This design comes from an exercise in tuning for small area, a short achievable clock period and few clock cycles per item on the open sky130 flow, not from production work. At most, simulation tests tie the RTL to the original design; equivalence was not proved. Power and IR drop assume default switching activity.

==> v20: inputs <==
Design yce_block_conv, start of the top module:
module yce_block_conv (
    input  wire         clk,
    input  wire         rst,             
    input  wire         in_valid,
    output wire         in_ready,
    input  wire         in_fmt,          
    input  wire         in_chroma,       
    input  wire [511:0] in_data,
    output reg          out_valid,
    input  wire         out_ready,
    output reg          out_chroma,
    output reg  [127:0] out_y,
    output reg  [63:0]  out_u,
    output reg  [63:0]  out_v
);
==> module yce_block_conv, before the edit <==
module yce_block_conv (
    input  wire         clk,
    input  wire         rst,             
    input  wire         in_valid,
    output wire         in_ready,
    input  wire         in_fmt,          
    input  wire         in_chroma,       
    input  wire [511:0] in_data,
    output reg          out_valid,
    input  wire         out_ready,
    output reg          out_chroma,
    output reg  [127:0] out_y,
    output reg  [63:0]  out_u,
    output reg  [63:0]  out_v
);
    reg         s1_valid;
    reg         s1_chroma;
    reg [383:0] s1_px;                   
    wire out_en = !out_valid || out_ready;
    wire s1_en  = !s1_valid || out_en;
    assign in_ready = s1_en;
    wire [383:0] in_px;
    genvar n;
    generate
        for (n = 0; n < 16; n = n + 1) begin : g_in
            assign in_px[24*n +: 24] = in_fmt ? in_data[32*n +: 24] : in_data[24*n +: 24];
        end
    endgenerate
    always @(posedge clk) begin
        if (rst) begin
            s1_valid <= 1'b0;
        end else if (s1_en) begin
            s1_valid <= in_valid;
        end
        if (s1_en && in_valid) begin
            s1_chroma <= in_chroma;
            s1_px     <= in_px;
        end
    end
    wire [127:0] y_bytes;
    wire [63:0]  u_bytes;
    wire [63:0]  v_bytes;
    generate
        for (n = 0; n < 16; n = n + 1) begin : g_px
            wire [7:0] pb = s1_px[24*n +: 8];
            wire [7:0] pg = s1_px[24*n + 8 +: 8];
            wire [7:0] pr = s1_px[24*n + 16 +: 8];
            yce_lane_y u_y (.b(pb), .g(pg), .r(pr), .smp(y_bytes[8*n +: 8]));
            if (n % 2 == 0) begin : g_c
                yce_lane_u u_u (.b(pb), .g(pg), .r(pr), .smp(u_bytes[8*(n/2) +: 8]));
                yce_lane_v u_v (.b(pb), .g(pg), .r(pr), .smp(v_bytes[8*(n/2) +: 8]));
            end
        end
    endgenerate
    always @(posedge clk) begin
        if (rst) begin
            out_valid <= 1'b0;
        end else if (out_en) begin
            out_valid <= s1_valid;
        end
        if (out_en && s1_valid) begin
            out_chroma <= s1_chroma;
            out_y      <= y_bytes;
            out_u      <= s1_chroma ? u_bytes : 64'd0;
            out_v      <= s1_chroma ? v_bytes : 64'd0;
        end
    end
endmodule
clock: 10.0 ns
lec_check: 0
cap_margin: 20
core_margin: 2
core_utilization: 40
slew_margin: 20
run.sh (not shown) runs the stock make flow with config.mk's settings and CLKGATE_MAP_FILE= SYNTH_SCRIPT=/design/flow/synth_recipe.tcl, a recipe that flattens the netlist after the stock synthesis.
==> v9: changes against v20 <==
--- a/flow/design.v
+++ b/flow/design.v
@@ -299,19 +299,59 @@
     input  wire         in_fmt,          
     input  wire         in_chroma,       
     input  wire [511:0] in_data,
-    output reg          out_valid,
+    output wire         out_valid,
     input  wire         out_ready,
-    output reg          out_chroma,
-    output reg  [127:0] out_y,
-    output reg  [63:0]  out_u,
-    output reg  [63:0]  out_v
+    output wire         out_chroma,
+    output wire [127:0] out_y,
+    output wire [63:0]  out_u,
+    output wire [63:0]  out_v
 );
-    reg         s1_valid;
-    reg         s1_chroma;
-    reg [383:0] s1_px;                   
-    wire out_en = !out_valid || out_ready;
-    wire s1_en  = !s1_valid || out_en;
-    assign in_ready = s1_en;
+    reg         s_valid;                 
+    reg         s_ready;                 
+    reg  [1:0]  e_valid;                 
+    reg         wr;                      
+    reg         rd;                      
+    reg         sel0, sel1, selc0, selc1;
+    reg         e0_chroma, e1_chroma;
+    reg         s_chroma;
+    wire deliver = out_valid && out_ready;
+    wire move    = s_valid && !(e_valid[0] && e_valid[1]);
+    wire accept  = in_valid && s_ready;
+    wire [1:0] e_valid_n = (e_valid & ~({1'b0, deliver} << rd))
+                         | ({1'b0, move} << wr);
+    wire       s_valid_n = accept || (s_valid && !move);
+    wire       rd_n      = rd ^ deliver;
+    wire       wr_n      = wr ^ move;
+    wire       e0c_n     = (move && !wr) ? s_chroma : e0_chroma;
+    wire       e1c_n     = (move &&  wr) ? s_chroma : e1_chroma;
+    always @(posedge clk) begin
+        if (rst) begin
+            s_valid <= 1'b0;
+            s_ready <= 1'b1;
+            e_valid <= 2'b00;
+            wr      <= 1'b0;
+            rd      <= 1'b0;
+            sel0    <= 1'b0;
+            sel1    <= 1'b0;
+            selc0   <= 1'b0;
+            selc1   <= 1'b0;
+        end else begin
+            s_valid <= s_valid_n;
+            s_ready <= !s_valid_n || !(e_valid_n[0] && e_valid_n[1]);
+            e_valid <= e_valid_n;
+            wr      <= wr_n;
+            rd      <= rd_n;
+            sel0    <= !rd_n;
+            sel1    <=  rd_n;
+            selc0   <= !rd_n && e0c_n;
+            selc1   <=  rd_n && e1c_n;
+        end
+        e0_chroma <= e0c_n;
+        e1_chroma <= e1c_n;
+    end
+    assign in_ready  = s_ready;
+    assign out_valid = rd ? e_valid[1] : e_valid[0];
+    reg [383:0] s_px;                    
     wire [383:0] in_px;
     genvar n;
     generate
@@ -320,14 +360,9 @@
         end
     endgenerate
     always @(posedge clk) begin
-        if (rst) begin
-            s1_valid <= 1'b0;
-        end else if (s1_en) begin
-            s1_valid <= in_valid;
-        end
-        if (s1_en && in_valid) begin
-            s1_chroma <= in_chroma;
-            s1_px     <= in_px;
+        if (s_ready) begin
+            s_chroma <= in_chroma;
+            s_px     <= in_px;
         end
     end
     wire [127:0] y_bytes;
@@ -335,9 +370,9 @@
     wire [63:0]  v_bytes;
     generate
         for (n = 0; n < 16; n = n + 1) begin : g_px
-            wire [7:0] pb = s1_px[24*n +: 8];
-            wire [7:0] pg = s1_px[24*n + 8 +: 8];
-            wire [7:0] pr = s1_px[24*n + 16 +: 8];
+            wire [7:0] pb = s_px[24*n +: 8];
+            wire [7:0] pg = s_px[24*n + 8 +: 8];
+            wire [7:0] pr = s_px[24*n + 16 +: 8];
             yce_lane_y u_y (.b(pb), .g(pg), .r(pr), .smp(y_bytes[8*n +: 8]));
             if (n % 2 == 0) begin : g_c
                 yce_lane_u u_u (.b(pb), .g(pg), .r(pr), .smp(u_bytes[8*(n/2) +: 8]));
@@ -345,17 +380,13 @@
             end
         end
     endgenerate
+    reg [255:0] e0, e1;                  
     always @(posedge clk) begin
-        if (rst) begin
-            out_valid <= 1'b0;
-        end else if (out_en) begin
-            out_valid <= s1_valid;
-        end
-        if (out_en && s1_valid) begin
-            out_chroma <= s1_chroma;
-            out_y      <= y_bytes;
-            out_u      <= s1_chroma ? u_bytes : 64'd0;
-            out_v      <= s1_chroma ? v_bytes : 64'd0;
-        end
+        if (move && !wr) e0 <= {v_bytes, u_bytes, y_bytes};
+        if (move &&  wr) e1 <= {v_bytes, u_bytes, y_bytes};
     end
+    assign out_chroma = (sel0 & e0_chroma) | (sel1 & e1_chroma);
+    assign out_y = ({128{sel0}} & e0[127:0]) | ({128{sel1}} & e1[127:0]);
+    assign out_u = ({64{selc0}} & e0[191:128]) | ({64{selc1}} & e1[191:128]);
+    assign out_v = ({64{selc0}} & e0[255:192]) | ({64{selc1}} & e1[255:192]);
 endmodule
==> comparison <==
Of v20 and v9, v20 has the higher utilization (gap 0.36 points).
Clock power: v9 is larger than v20 (25%).
First-iteration DRC count: v20 is higher than v9 (5.6%).
Between v20 and v9, the lower global-route usage is in v9 (gap 0.39 points).
Combinational power: v9 is higher than v20 (21%).
Against v9, the fmax of v20 is higher by 5.0%.
In v20 the sequential cell count is lower than in v9, by 264.
Between v20 and v9, the lower via count is in v20 (gap 9.1%, measured against v9).
Between v9 and v20, the lower sequential power is in v20 (gap 60%, measured against v20).
In v9 the clock skew is higher than in v20, by 0.0070 ns.
Between v20 and v9, the lower worst setup slack is in v9 (gap 0.27 ns).
==> figures <==
Result of the run: v20 no timing/DRC/antenna violations; v9 no timing/DRC/antenna violations
Layout Nets: v20 8542; v9 8984
Bufs w/o clock: v20 754; v9 765
Power spent charging and discharging nets: v20 7410 uW; v9 9240 uW
Number of well taps: v20 2189; v9 2495
Area of all sequential standard cells: v20 19300 um^2; v9 27200 um^2
Origin of the worst setup path: v20 out_ready; v9 sel0$_SDFF_PP0_
Routed wire length: v20 195 mm; v9 220 mm
Clock tree cell share of total cell area: v20 3.56%; v9 3.93%
FF+latch count, synth: v20 644; v9 908
Chip Width: v20 411 um; v9 439 um
Library cell with the largest summed area after synthesis: v20 sky130_fd_sc_hd__fa_1; v9 sky130_fd_sc_hd__edfxtp_1
Worst-case clock skew: v20 0.0224 ns; v9 0.0294 ns
Total of fill cells in the finished design: v20 15000; v9 16900
Worst Max-Slew Pin Slew: v20 1.02 ns; v9 1.08 ns
Headroom to the max-slew limit: v20 32.1%; v9 27.7%
Post-Syn Nets: v20 7764; v9 8209
Internal power: v20 10500 uW; v9 14200 uW
Clk power: v20 3150 uW; v9 3950 uW
Combinational logic power: v20 10500 uW; v9 12700 uW
Sw Share: v20 41.3%; v9 39.5%
Hold depth: v20 2; v9 1
Fmax: v20 0.183 GHz; v9 0.174 GHz
Testbench counts of v9, summed over its fixed seeds: cycles 6,008, items 6,000.
The RTL of v20 was laid out without a check of its function.

-- separate check: timing with driven ports --
How much do the figures lean on ideal ports? The routed layouts below were timed once more, with nothing changed but the port constraints. Step 1 sets driving cells, clkbuf_16 on the clock port and buf_2 on the other inputs (assumed; they add their load-dependent delay and slew). Step 2, shift: input delay + t, output delay - t, t = (earliest + latest rising clock arrival at the registers) / 2. This alone moves slack from input paths to output paths. Slacks: no drivers / after step 1 / after step 2; pairs: no drivers / after step 1.
run	shift t [ns]	slack for setup (ns)	worst setup path after step 2	clock arrival spread, ns	worst register clock-pin slew, ns
v20	0.772	4.525 / 4.503 / 4.503	input to output	0.024 / 0.025	0.07 / 0.07
v9	0.827	4.253 / 4.169 / 4.753	register to register	0.034 / 0.033	0.07 / 0.07
After both steps every run listed still meets setup and hold. The setup slack of v20, which loses most, moves by -0.022 ns with the drivers and by -0.022 ns with both steps.
